What follows belongs to an exercise in optimizing a design on an open flow for small area, a short achievable clock period and few clock cycles per item; a production flow would make more cautious choices.
The RTL was checked by simulation tests, not by an equivalence proof against the original design.
Power figures rest on the tool's default switching activity, not on a simulated workload.

## chi_bf
module chi_bf (
    input  wire         clk,
    input  wire         rst,           
    input  wire         cmd_valid,
    output wire         cmd_ready,
    input  wire         cmd_setup,     
    input  wire         cmd_dec,       
    input  wire [447:0] cmd_key,       
    input  wire [5:0]   cmd_keylen,    
    input  wire [63:0]  cmd_block,     
    output wire         out_valid,
    output wire [63:0]  out_block,
    output wire [31:0]  sb_raddr,      
    input  wire [127:0] sb_rdata,      
    output wire         sb_init,       
    output wire         sb_we,
    output wire [1:0]   sb_wtab,
    output wire [6:0]   sb_widx,       
    output wire [63:0]  sb_wdata       
);
==> flow/config.mk <==
export PLATFORM = sky130hd
export DESIGN_NAME = chi_bf
export DESIGN_NICKNAME = chi_bf
export VERILOG_FILES = /design/flow/design.v
export SDC_FILE = /design/flow/constraint.sdc
export NUM_CORES = 4
export LEC_CHECK = 0
export CAP_MARGIN = 20
export CORE_MARGIN = 2
export CORE_UTILIZATION = 48
export CTS_BUF_LIST = sky130_fd_sc_hd__clkbuf_4
export CTS_CLUSTER_SIZE = 24
export SETUP_SLACK_MARGIN = 4.0
export SLEW_MARGIN = 20
export SYNTH_HIERARCHICAL = 1
==> flow/constraint.sdc <==
create_clock -name core_clock -period 12.0 [get_ports {clk}]
set_input_delay 2.4000 -clock core_clock [delete_from_list [all_inputs] [get_ports {clk}]]
set_output_delay 2.4000 -clock core_clock [all_outputs]
set_load 0.01 [all_outputs]
standard.sh (not shown) runs the stock make flow with config.mk's settings and CLKGATE_MAP_FILE= SYNTH_SCRIPT=/design/flow/synth_recipe.tcl, a recipe that flattens the netlist after the stock synthesis.
==> flow/flow/run.sh <==
#!/bin/bash
# The standard layout (standard.sh) with two changes:
#  - every input and output port gets a sky130_fd_sc_hd__buf_1 buffer instead of
#    the resizer's default choice (buffer_ports -buffer_cell);
#  - synthesis maps the combinational logic with its own ABC scripts: the module
#    chi_bf_f (the Blowfish F function and the words formed from it, on the
#    critical path) with flow/abc_f.script, a delay-oriented "map" script, and
#    the top module with flow/abc_top.script, an area-recovering "&nf" script.
#    Apart from those two abc calls the synthesis is ORFS's synth.tcl and
#    the standard flow's synth_recipe.tcl unchanged, so the registers are the standard
#    synthesis's.
set -euo pipefail
here=$(pwd)
export BUFFER_PORTS_ARGS="-buffer_cell sky130_fd_sc_hd__buf_1"

# synth_f.tcl: ORFS synth.tcl with the abc call split per module
python3 - "$FLOW_HOME/scripts/synth.tcl" "$here/synth_f.tcl" \
    "$here/flow/abc_f.script" "$here/flow/abc_top.script" > make_synth.log 2>&1 <<'PY'
import sys
s = open(sys.argv[1]).read()
a = "  log_cmd abc {*}$abc_args\n"
assert s.count(a) == 1
s = s.replace(a, "  set abc_args_f [lreplace $abc_args 1 1 " + sys.argv[3] + "]\n"
                 "  log_cmd abc {*}$abc_args_f chi_bf_f\n"
                 "  set abc_args_t [lreplace $abc_args 1 1 " + sys.argv[4] + "]\n"
                 "  log_cmd abc {*}$abc_args_t chi_bf\n")
open(sys.argv[2], "w").write(s)
PY
# my_synth.tcl: synth_recipe.tcl sourcing synth_f.tcl
python3 - "$here/synth_recipe.tcl" "$here/my_synth.tcl" "$here/synth_f.tcl" \
    >> make_synth.log 2>&1 <<'PY'
import sys
s = open(sys.argv[1]).read()
a = "source $::env(SCRIPTS_DIR)/synth.tcl"
assert s.count(a) == 1
s = s.replace(a, "source " + sys.argv[3])
open(sys.argv[2], "w").write(s)
PY
bash standard.sh SYNTH_SCRIPT="$here/my_synth.tcl" finish > standard.log 2>&1
==> flow/flow/abc_f.script <==
strash
dch
map -B 0.5
topo
stime -c
buffer -c
upsize -c
dnsize -c
==> flow/flow/abc_top.script <==
&get -n
&st
&syn2
&dch
&nf -R 1000
&put
topo
stime -c
buffer -c
upsize -c -D 8000
dnsize -c -D 8000
Testbench counts at the start, summed over its fixed seeds: cycles 153,344, blocks 3,072.
Next try:
CORE_UTILIZATION = 52   (was 48)
CTS_CLUSTER_SIZE = not set   (was 24)
SETUP_SLACK_MARGIN = 3.5   (was 4.0)
Outcome: Synthesized cell count does not change; core utilization grows by 3.5 points; total power increases by 1.0%.

---

Setup of run A:
Starting RTL as in the previous note.
export LEC_CHECK = 0
export CAP_MARGIN = 20
export CORE_MARGIN = 2
export CORE_UTILIZATION = 48
export CTS_BUF_LIST = sky130_fd_sc_hd__clkbuf_4
export SETUP_SLACK_MARGIN = 4.0
export SLEW_MARGIN = 20
export SYNTH_HIERARCHICAL = 1
create_clock -name core_clock -period 12.0 [get_ports {clk}]
Scripts as last shown in full above: flow/flow/run.sh, flow/flow/abc_f.script, flow/flow/abc_top.script
In summary, run A completed successfully, with a layout that passed the timing, DRC and antenna checks.
Testbench counts of run A, summed over its fixed seeds: cycles 153,344, blocks 3,072.
The following lists how run B was set up differently from run A:
diff --git a/flow/config.mk b/flow/config.mk
--- a/flow/config.mk
+++ b/flow/config.mk
@@ -10,5 +10,5 @@
 export CORE_UTILIZATION = 48
 export CTS_BUF_LIST = sky130_fd_sc_hd__clkbuf_4
-export SETUP_SLACK_MARGIN = 4.0
+export SETUP_SLACK_MARGIN = 3.75
 export SLEW_MARGIN = 20
 export SYNTH_HIERARCHICAL = 1
--- outcome ---
- Run B completed; timing, DRC and antenna clean
- Run B has sequential share of layout area above what run A had.
- Looking at internal power across both flows, run B is the stronger of the two, with run A trailing.
- Status: instance count after placement with tap cells included parity (run B, run A)
- Comparing run B against run A, there is no change at all in synthesized cell count.
- Run B vs. run A: total vias in the final route moved down, met2 layer wire length in the routed design moved down.
- Leakage power went down by a few percent going from run A to run B.
- Run B and run A ended up with roughly the same post-route worst hold slack.
- Comparing run A with run B, the largest vdd supply drop came out essentially unchanged.

---

chi_bf, a different RTL version from the one above (not shown whole).
Size in the first run: roughly 3000 cells after synthesis, about 820 I/O pins, about 31000 um^2 of cells after synthesis.
export LEC_CHECK = 0
export CAP_MARGIN = 20
export CORE_MARGIN = 2
export CORE_UTILIZATION = 40
export CTS_BUF_LIST = sky130_fd_sc_hd__clkbuf_4
export SETUP_SLACK_MARGIN = 3
export SLEW_MARGIN = 20
create_clock -name core_clock -period 12.0 [get_ports {clk}]
==> flow/flow/run.sh <==
#!/bin/bash
# The standard layout, with the smallest buffer on every input and output port
# instead of the resizer's default choice.
set -euo pipefail
export BUFFER_PORTS_ARGS="-buffer_cell sky130_fd_sc_hd__buf_1"
bash standard.sh finish > standard.log 2>&1
The baseline ran to the end with no violations.
Testbench counts at the start, summed over its fixed seeds: cycles 153,344, blocks 3,072.
Change:
SETUP_SLACK_MARGIN = 4.5   (was 3)
=>
- fmax went up by 1.6%
- sequential share of layout area went down by 2.1 points
- core utilization came out higher by 2.9 points
- power grows by 11%
- global-route usage is lower by 0.12 points
- cell area climbs by 6.1%
- via count grows by 1.8%
- worst hold slack improves by 0.021 ns
- synthesized area stays the same

[static timing again, ports no longer ideal]
The results above use ideal ports. As a check the final layouts listed here were re-extracted and re-timed, cells and wires unchanged.
Step 1 sets driving cells, clkbuf_16 on the clock port and buf_2 on the other inputs (assumed; they add their load-dependent delay and slew).
Step 2 adds t to the input delays and takes it off the output delays; t is the mean of the earliest and latest rising clock arrival at the registers after step 1. Input paths then give back, and output paths get back, about the clock's delay inside the block.
Three values: no drivers, after step 1, after step 2; two values: the first two.
run	t, ns	setup WS [ns]	worst setup path after step 2	latest minus earliest clock arrival (ns)
the first run of note 1	1.038	3.735 / 3.708 / 3.708	input to output	0.073 / 0.073
the second run of note 1	1.034	3.543 / 3.514 / 3.514	input to output	0.081 / 0.081
run A	1.038	3.735 / 3.708 / 3.708	input to output	0.073 / 0.073
run B	1.038	3.664 / 3.640 / 3.640	input to output	0.079 / 0.079
the first run of note 3	1.043	3.014 / 2.981 / 2.981	input to output	0.082 / 0.082
the second run of note 3	1.079	3.159 / 3.110 / 3.110	input to output	0.056 / 0.056
After both steps setup and hold are still met in every run listed. The setup slack of the second run of note 3, which loses most, moves by -0.049 ns with the drivers and by -0.049 ns with both steps.
